Context: an optimization exercise on an open-source flow, tuned for small area, a short achievable clock period and few clock cycles per item. The choices shown serve that exercise and are no tape-out recipe. The RTL was checked by simulation tests, not by an equivalence proof against the original design. No activity file was given, so power comes from the tool's default toggle rates.

==> flow/design.v (outline; a module is shown in full before it is edited, if it fits) <==
// module ats_sensor_scan: 5217 lines
module ats_sensor_scan (
    input  wire        clk,
    input  wire        rst,           
    input  wire        start,         
    input  wire [15:0] now,           
    input  wire [7:0]  max_temp,      
    input  wire [7:0]  dis_temp,      
    output reg         ready,
    output reg  [7:0]  adc_en,        
    input  wire [15:0] adc_raw,       
    output reg         done,          
    output wire [63:0] readings,      
    output reg  [7:0]  max_reading,
    output reg         overheat
);
  // ...
==> flow/run.sh <==
#!/bin/bash
# synth_recipe.tcl (not shown) runs the flow's synth.tcl, then flattens the netlist and writes it again
# the make line also repeats each setting of config.mk as NAME=value (left out here)
make -C /OpenROAD-flow-scripts/flow DESIGN_CONFIG=/design/flow/config.mk WORK_HOME=/design/flow/orfs CLKGATE_MAP_FILE= SYNTH_SCRIPT=/design/flow/synth_recipe.tcl finish
==> flow/config.mk <==
export PLATFORM = sky130hd
export DESIGN_NAME = ats_sensor_scan
export DESIGN_NICKNAME = ats_sensor_scan
export VERILOG_FILES = /design/flow/design.v
export SDC_FILE = /design/flow/constraint.sdc
export NUM_CORES = 4
export LEC_CHECK = 0
export CAP_MARGIN = 20
export CORE_MARGIN = 2
export CORE_UTILIZATION = 40
export SLEW_MARGIN = 20
==> flow/constraint.sdc <==
create_clock -name core_clock -period 17.0 [get_ports {clk}]
set_input_delay 3.4000 -clock core_clock [delete_from_list [all_inputs] [get_ports {clk}]]
set_output_delay 3.4000 -clock core_clock [all_outputs]
set_load 0.01 [all_outputs]
==> impl_metrics.tcl, run 1 <==
set metrics [dict create \
    status "finished clean" \
    comb_power_uw 392 \
    insertion_delay_ps 580 \
    cpLargestDelayFamily "buffers and inverters" \
    fin_util_pct 48.31 \
    postLayoutCellArea_um2 17640 \
    maxSlewViolCount 0 \
    layout.buffer.nonclock.area_share_pct 9.503 \
    internal_power_mw 1.261 \
    buffers 179 \
    max_freq_ghz 0.2000 \
    num_rows 70 \
    globalplace.congestion 1.039 \
    routedWlPerCell_um 30.76 \
    largest_reg_flops 64 \
    nWellTaps 468 \
    grt_pass1_vias 14109 \
    synth_xor_area_share_pct 1.305 \
    chipWidth_um 196.1 \
    dominant_cells "multi-input gates" \
    synth-compound-area-share_pct 26.98 \
    area.sequential_um2 6633 \
    clkSinkCount 263 \
    critPathLaunch "max_reading[7]" \
    routed.top_layer "met4" \
    drtAntennaViolNets 0 \
    cts_tree "done" \
    cts_root_buffer "clkbuf_16" \
    worstSetupPathType "reg -> out" \
    dp_slack_ps 11990 \
    max_slew_margin_pct 23.68 \
    wl_met2_mm 29.23 \
    fin_ws_ps 12000 \
    maxCapViolations 0 \
    power_switching_uw 569.1 \
]
Testbench counts, summed over its fixed seeds: cycles 35,208, scans 3,200.
==> inputs of run 2 (changes only) <==
--- a/flow/design.v
+++ b/flow/design.v
@@ -17,28 +17,29 @@
     localparam [15:0] SC_THRESHOLD = 16'd64000;
     localparam [15:0] TIMEOUT      = 16'd100;     
     localparam [7:0] DISCONNECTED   = 8'h7F;
     localparam [7:0] SHORT_CIRCUIT  = 8'h80;
     localparam [7:0] OTHER_ERROR    = 8'h81;
     localparam [7:0] LIMIT_DISABLED = 8'h80;
     reg  [3:0] cnt;               
     reg        proc;              
-    reg  [2:0] chan;              
+    reg  [7:0] chan;              
+    reg        wr;                
     reg        fresh;
     reg        ld;                
     wire accept = start & ready;
     reg  [3:0] cnt_n;
     always @(*) begin
         if (accept)               cnt_n = 4'd1;
         else if (cnt == 4'd11)    cnt_n = 4'd0;
         else if (cnt != 4'd0)     cnt_n = cnt + 4'd1;
         else                      cnt_n = 4'd0;
     end
-    wire [2:0] chan_rd = chan + 3'd2;     
+    wire [7:0] chan_rd = {chan[5:0], chan[7:6]};    
     reg [15:0] now_q;             
     reg [15:0] t_prev;            
     reg [7:0]  hi_q, lo_q;
     reg [15:0] raw_q;
     always @(posedge clk) begin
         raw_q <= adc_raw;
         if (ld) begin
             now_q  <= now;
@@ -49,40 +50,49 @@
             t_prev <= now_q;
         if (rst) begin
             cnt    <= 4'd0;
             ready  <= 1'b1;
             ld     <= 1'b1;
             adc_en <= 8'd0;
             proc   <= 1'b0;
             done   <= 1'b0;
-            chan   <= 3'd0;
+            chan   <= 8'd1;
+            wr     <= 1'b0;
             fresh  <= 1'b1;
         end else begin
             cnt    <= cnt_n;
             ready  <= ~accept & (ready | (cnt == 4'd10));
             ld     <= (cnt_n == 4'd0) | (cnt_n == 4'd11);
-            adc_en <= (accept | (cnt != 4'd0 && cnt < 4'd8)) ? (8'd1 << chan_rd) : 8'd0;
+            adc_en <= (accept | (cnt != 4'd0 && cnt < 4'd8)) ? chan_rd : 8'd0;
             proc   <= (adc_en != 8'd0);
             done   <= (cnt == 4'd10);
-            chan   <= chan + 3'd1;
+            chan   <= {chan[6:0], chan[7]};
+            wr     <= proc;
             if (done) fresh <= 1'b0;
         end
     end
     reg [7:0]  rd [0:7];
     reg        r_pdc   [0:7];
     reg        r_psc   [0:7];
     reg [6:0]  r_wait  [0:7];
     genvar gi;
     generate
         for (gi = 0; gi < 8; gi = gi + 1) begin : g_rd
             assign readings[8*gi +: 8] = rd[gi];
         end
     endgenerate
-    wire [7:0]  rd_old  = fresh ? OTHER_ERROR : rd[chan];
+    reg  [7:0]  rd_cur;
+    integer j;
+    always @(*) begin
+        rd_cur = 8'd0;
+        for (j = 0; j < 8; j = j + 1)
+            rd_cur = rd_cur | ({8{chan[j]}} & rd[j]);
+    end
+    wire [7:0]  rd_old  = fresh ? OTHER_ERROR : rd_cur;
     wire        pdc     = ~fresh & r_pdc[0];
     wire        psc     = ~fresh & r_psc[0];
     wire [6:0]  waited  = r_wait[0];
     wire dc_cond = (raw_q < DC_THRESHOLD);
     wire sc_cond = (raw_q > SC_THRESHOLD);
     wire dc_lat  = (rd_old == DISCONNECTED);
     wire sc_lat  = (rd_old == SHORT_CIRCUIT);
     wire [15:0] gap = now_q - t_prev;
@@ -5141,18 +5151,18 @@
                        sc_lat_n          ? SHORT_CIRCUIT :
                        (pdc_n | psc_n)   ? rd_old :
                                            cv_out;
     reg [7:0] r_q;
     integer i;
     always @(posedge clk) begin
         r_q <= r_new;
         for (i = 0; i < 8; i = i + 1)
-            if (proc && chan == i[2:0])
-                rd[i] <= r_new;
+            if (wr && chan[(i + 1) % 8])
+                rd[i] <= r_q;
         for (i = 0; i < 7; i = i + 1) begin
             r_pdc[i]   <= r_pdc[i+1];
             r_psc[i]   <= r_psc[i+1];
             r_wait[i]  <= r_wait[i+1];
         end
         if (proc) begin
             r_pdc[7]   <= pdc_n;
             r_psc[7]   <= psc_n;
==> flow/flow/run.sh (new file) <==
#!/bin/bash
# Own flow: the standard layout (standard.sh, unchanged synthesis), with
#  - the port buffers made of plain buffers.
# The whole make output goes to flow.log in the work folder; ORFS keeps each
# step's own log under orfs/logs/.
set -euo pipefail
export SETUP_SLACK_MARGIN="${SETUP_SLACK_MARGIN_OWN:-12}"
export TNS_END_PERCENT=100
export BUFFER_PORTS_ARGS="-buffer_cell sky130_fd_sc_hd__buf_2"
bash standard.sh > flow.log 2>&1
==> flow/standard.sh (new file) <==
#!/bin/bash
# synth_recipe.tcl (not shown) runs the flow's synth.tcl, then flattens the netlist and writes it again
# the make line also repeats each setting of config.mk as NAME=value (left out here)
make -C /OpenROAD-flow-scripts/flow DESIGN_CONFIG=/design/flow/config.mk WORK_HOME=/design/flow/orfs CLKGATE_MAP_FILE= SYNTH_SCRIPT=/design/flow/synth_recipe.tcl "${@:-finish}"
==> flow/config.mk (replaced) <==
export PLATFORM = sky130hd
export DESIGN_NAME = ats_sensor_scan
export DESIGN_NICKNAME = ats_sensor_scan
export VERILOG_FILES = /design/flow/design.v
export SDC_FILE = /design/flow/constraint.sdc
export NUM_CORES = 4
export LEC_CHECK = 0
export CAP_MARGIN = 30
export CORE_MARGIN = 2
export CORE_UTILIZATION = 40
export CTS_CLUSTER_DIAMETER = 150
export CTS_CLUSTER_SIZE = 30
export SLEW_MARGIN = 20
removed: flow/run.sh
==> impl_metrics.tcl, run 2 <==
set metrics [dict create \
    cts.clk_slew.worst_paths_ps 110 \
    vias 14495 \
    required_ps 13600 \
    hpwlAfterDp_mm 48.45 \
    post_cts_resized 0 \
    placed_cell_area_um2 16230 \
    yosys_warnings 5 \
    start_util_pct 40.41 \
    maxCapViolations 0 \
    hold_buffers 0 \
    cts_root_buffer "clkbuf_16" \
    worstSetupPathType "reg -> out" \
    core-area_um2 37490 \
    cts_tree "done" \
    cellPowerDensity_nw_per_um2 88.79 \
    synthFlopType "edfxtp_1" \
    r2r_cells 10 \
    synth_common_cells "edfxtp_1 (136), dfxtp_1 (133), a21oi_1 (106)" \
    irDropWorstVdd_v 0.0001118 \
    drive_above_1_share_pct 15.39 \
    regMostFlops "rd" \
    ys_types 105 \
    ys_ff_latch 269 \
    grt_pass1_wl_mm 95.91 \
    cp_slowest_cell "edfxtp_1" \
    power_mw 1.476 \
    chipWidth_um 198.6 \
    synth_edf_count 136 \
    syn_area_um2 15150 \
    layout_common_cells "edfxtp_1 (136), buf_2 (134), dfxtp_1 (130), a21oi_1 (105), nand2_1 (97)" \
    p_leak_nw 6.114 \
    setup_tns_ps 0 \
    max_freq_ghz 0.2172 \
    drtIter0Drc 1792 \
    die_h_um 198.6 \
    maxSlewViolCount 0 \
    yosysTopAreaCell "edfxtp_1" \
    wl_met2_mm 28.61 \
    layout_min_cycle_time_ps 4603 \
    worst-path-buf-inv 1 \
    routed_wl_mm 66.81 \
    status "finished clean" \
    insertion_delay_ps 520 \
    synth.area.top_cells "edfxtp_1 (27%), dfxtp_1 (18%), a21oi_1 (3.5%)" \
    yosysSeqAreaShare_pct 44.53 \
    max_slew_margin_pct 24.80 \
    synth_cells 1578 \
    cpLargestDelayFamily "flip-flops" \
    cp.depth 1 \
    rsz0062_at_grt "no" \
    antenna_found_initial 1 \
    nFillCells 3689 \
    cts_buffer_depth 3 \
    finalSetupViolations 0 \
    critical_path_arrival_ps 1200 \
    largest_reg_flops 64 \
    fin_ws_ps 12400 \
    final_common_cell "edfxtp_1" \
    drtPass1Iterations 6 \
    vias_per_cell 6.628 \
    fin_crit_sh_pct 27.08 \
    netlist.area_leader.share_pct 26.96 \
    whs_path_depth 0 \
    cts_buffers 13 \
    min_path_type "reg -> reg" \
    cp-end-kind "primary output" \
    routed.top_layer "met5" \
    fin_worst_skew_ps 25.78 \
    hold_violations 0 \
    worst_pin_slew_ps 1100 \
    routedWlPerCell_um 30.55 \
    clkSinkCount 269 \
    grt_max_degree 43 \
    cp_max_fo 6 \
    nNetsFinal 1763 \
    die-area_um2 39450 \
    syn_nets 1672 \
    dp_slack_ps 12100 \
    top_regs "rd: 64 flops, r_wait: 56 flops" \
    portBuffers 133 \
    grt_pass1_vias 14023 \
    cts_setup_buffers 0 \
    num_rows 71 \
    area_growth_pct 9.762 \
    globalplace.congestion 1.110 \
    overflow 0 \
    startpoint_type "register" \
    ios 134 \
    wl_met1_mm 25.80 \
    postLayoutCellArea_um2 16630 \
    route.detailed.drc 0 \
    max_stage_delay_ps 510 \
    cts.htree.levels 1 \
    worstPathCellList "buf_2" \
    drtAntennaViolNets 0 \
    wl_met3_mm 6.895 \
    antennaDiodeCount 0 \
    async_flop_share_pct 0 \
    timing.hold.ws_ps 325.3 \
    synth_most_common_cell "edfxtp_1" \
    avgSynthCellArea_um2 9.600 \
    track_usage_pct 33.54 \
]
==> run 2: layout make-up <==
class                      instances  area, um^2  share of cell area [%]
clock buffer                      19       347.8                   2.092
clock inverter                     3       50.05                  0.3010
inverter                          82       307.8                   1.851
multi-input combinational       1126        7536                   45.32
sequential                       269        6750                   40.59
tap                              511       639.4                   3.845
timing repair buffer             177       997.2                   5.997
==> run 2: routing by layer <==
layer / track usage [%] / vias to the layer above
met5: 0 / -
met4: 22.50 / 2
met3: 7.596 / 299
met2: 50.65 / 1034
met1: 42.90 / 6914
li1: - / 6246
==> run 2: report_power, final <==
group	switching, mW	leakage [nW]	internal, mW
combinational	0.225	3.58	0.115
clock	0.208	0.189	0.151
sequential	0.0424	2.34	0.736
total	0.475	6.11	1.00
==> run 2: per-stage QoR <==
step,std cells,util (%)
finish,2187,44.36
global route,2187,44.36
CTS,2186,44.34
detailed placement,2164,43.28
global placement,2162,43.23
floorplan,1578,-
==> run 2: path summary, 6_finish.rpt <==
kind	start	end	slack (ps)
worst max-delay path	max_reading[7]	max_reading[7]	12400
worst min-delay path	r_psc[2]	r_psc[1]	330
worst max register to register	raw_q[5]	r_q[1]	12830
worst min register to register	r_psc[2]	r_psc[1]	330
==> run 2: cell families after synthesis <==
| family | count (synthesis) | share of synthesized area [%] |
|---|---|---|
| mux | 7 | 0.4625 |
| flops | 269 | 44.53 |
| buf+inv | 183 | 5.814 |
| simple gates | 512 | 18.44 |
| fa+ha+maj | 54 | 4.476 |
| xor+xnor | 22 | 1.272 |
| compound gates | 531 | 25.00 |
Testbench counts of run 2, summed over its fixed seeds: cycles 35,208, scans 3,200.
==> inputs of run 3 (changes only) <==
--- a/flow/config.mk
+++ b/flow/config.mk
@@ -9,5 +9,3 @@
 export CORE_MARGIN = 2
 export CORE_UTILIZATION = 40
-export CTS_CLUSTER_DIAMETER = 150
-export CTS_CLUSTER_SIZE = 30
 export SLEW_MARGIN = 20
==> impl_metrics.tcl, run 3 <==
set metrics [dict create \
    status "finished clean" \
    cts_root_buffer "clkbuf_16" \
    portBuffers 133 \
    cp-end-kind "primary output" \
    final_common_cell "edfxtp_1" \
    clkSinkCount 269 \
    hpwlAfterDp_mm 48.45 \
    die-area_um2 39450 \
    maxCapViolations 0 \
    yosysSeqAreaShare_pct 44.53 \
    worst-path-buf-inv 1 \
    start_util_pct 40.41 \
    globalplace.congestion 1.110 \
    drtPass1Iterations 7 \
    cpLargestDelayFamily "flip-flops" \
    ios 134 \
    top_regs "rd: 64 flops, r_wait: 56 flops" \
    setup_tns_ps 0 \
    track_usage_pct 33.86 \
    cts.clk_slew.worst_paths_ps 60 \
    grt_pass1_wl_mm 96.92 \
    grt_pass1_vias 14191 \
    critical_path_arrival_ps 1250 \
    route.detailed.drc 0 \
    area_growth_pct 13.27 \
    synth_cells 1578 \
    routed_wl_mm 67.56 \
    vias_per_cell 6.604 \
    syn_nets 1672 \
    largest_reg_flops 64 \
    cts_buffer_depth 3 \
    min_path_type "reg -> reg" \
    routedWlPerCell_um 30.46 \
    layout_common_cells "edfxtp_1 (136), buf_2 (134), dfxtp_1 (130), a21oi_1 (105), nand2_1 (97)" \
    ys_ff_latch 269 \
    synth_edf_count 136 \
    r2r_start "raw_q[5]" \
    worstPathCellList "buf_2" \
    cts.htree.levels 1 \
    insertion_delay_ps 570 \
    layout_min_cycle_time_ps 4652 \
    max_slew_margin_pct 26.65 \
    worstHoldStart "r_wait[6][0]" \
    cp_max_fo 6 \
    async_flop_share_pct 0 \
    startpoint_type "register" \
    synth_common_cells "edfxtp_1 (136), dfxtp_1 (133), a21oi_1 (106)" \
    fin_crit_sh_pct 27.37 \
    p_leak_nw 6.380 \
    r2r_cells 10 \
    synth_most_common_cell "edfxtp_1" \
    hold-path-endpoint "r_wait[5][0]" \
    grt_max_degree 43 \
    finalSetupViolations 0 \
    cts_tree "done" \
    post_cts_resized 0 \
    fin_worst_skew_ps 11.87 \
    regToRegSetupSlack_ps 12730 \
    core-area_um2 37490 \
    required_ps 13600 \
    drtAntennaViolNets 0 \
    cellPowerDensity_nw_per_um2 100.7 \
    worst_pin_slew_ps 1090 \
    yosys_warnings 5 \
    nNetsFinal 1779 \
    max_freq_ghz 0.2150 \
    vias 14648 \
    max_stage_delay_ps 490 \
    die_h_um 198.6 \
    regMostFlops "rd" \
    antennaDiodeCount 0 \
    drtIter0Drc 1679 \
    overflow 0 \
    irDropWorstVdd_v 0.00008191 \
    yosysTopAreaCell "edfxtp_1" \
    cp_slowest_cell "edfxtp_1" \
    antenna_found_initial 2 \
    drive_above_1_share_pct 16.87 \
    rr_endpoint "r_q[1]" \
    worstSetupPathType "reg -> out" \
    hold_buffers 0 \
    dp.cells 2164 \
    synthFlopType "edfxtp_1" \
    hold_violations 0 \
    ys_types 105 \
    cts_buffers 28 \
    syn_area_um2 15150 \
    netlist.area_leader.share_pct 26.96 \
    maxSlewViolCount 0 \
    num_rows 71 \
    cts_setup_buffers 0 \
    chipWidth_um 198.6 \
    whs_path_depth 0 \
    rsz0062_at_grt "no" \
    avgSynthCellArea_um2 9.600 \
    final_cells 2218 \
    synth.area.top_cells "edfxtp_1 (27%), dfxtp_1 (18%), a21oi_1 (3.5%)" \
]
-- run 3: layout make-up --
cell class	instances	area, um^2
Clock buffer	36	772.0
Inverter	82	307.8
Multi-Input combinational cell	1126	7536
Timing Repair Buffer	178	1005
Sequential cell	269	6750
Fill cell	3636	20330
Clock inverter	16	150.1
Tap cell	511	639.4
-- run 3: stage by stage --
step	util (%)	instance area, um^2	hold WS (ps)	worst slack (ps)	power [mW]
after floorplan	-	15150	309.6	12370	0.9958
after global placement	43.23	16210	309.8	11780	1.121
after detailed placement	43.28	16230	312.1	12100	1.119
after CTS	45.74	17150	325.1	12320	1.729
after global routing	45.77	17160	329.7	12300	1.789
final	45.77	17160	322.1	12350	1.728
-- run 3: where the power goes --
part	internal, mW	switching [mW]
Combinational	0.115	0.228
Clock	0.341	0.265
Sequential	0.737	0.0430
Total	1.19	0.535
-- run 3: cells by family (layout without fill, tap and decap cells) --
kind of cell | Yosys count | in the layout | share of synthesized area (%)
compound gates | 531 | 531 | 25.00
simple gates | 512 | 512 | 18.44
flops | 269 | 269 | 44.53
buf+inv | 183 | 312 | 5.814
fa+ha+maj | 54 | 54 | 4.476
xor+xnor | 22 | 22 | 1.272
mux | 7 | 7 | 0.4625
-- run 3: per-layer routing --
metal,routed length (um),up-vias,GRT usage [%]
met2,29060,987,51.11
met1,26310,7074,43.12
met5,0,-,0
met4,5538,0,23.33
met3,6650,296,7.613
li1,-,6291,-
-- run 3: worst max path at each step --
stage | startpoint | end | slack, ps | cells after the start
finish | max_reading[7] | max_reading[7] | 12350 | 1
CTS | max_reading[7] | max_reading[7] | 12320 | 1
global placement | rst | g_since[0] | 11780 | 4
detailed placement | rst | g_since[3] | 12100 | 5
global route | max_reading[7] | max_reading[7] | 12300 | 1
floorplan | rst | g_since[0] | 12370 | 3

separate check: timing with driven ports:
How much do the figures lean on ideal ports? The routed layouts below were timed once more, with nothing changed but the port constraints.
Step 1: set_driving_cell puts a clkbuf_16 on clk and a buf_2 on each other input, an assumption about the parent block.
Step 2, shift: input delay + t, output delay - t, t = (earliest + latest rising clock arrival at the registers) / 2. This alone moves slack from input paths to output paths.
Slacks: ideal ports / drivers / drivers and shift; pairs: ideal ports / drivers.
run	t, ns	slack for setup (ns)	worst hold slack (ns)	worst setup path at the end	pins driven straight from the clock port
run 1	0.631	11.999 / 11.939 / 11.969	0.326 / 0.326 / 0.326	input to register	1
run 2	0.568	12.397 / 12.340 / 12.093	0.325 / 0.325 / 0.325	input to register	1
run 3	0.625	12.348 / 12.290 / 12.121	0.322 / 0.322 / 0.322	input to register	1
After both steps every run listed still meets setup and hold. The setup slack of run 2, which loses most, moves by -0.057 ns with the drivers and by -0.304 ns with both steps.
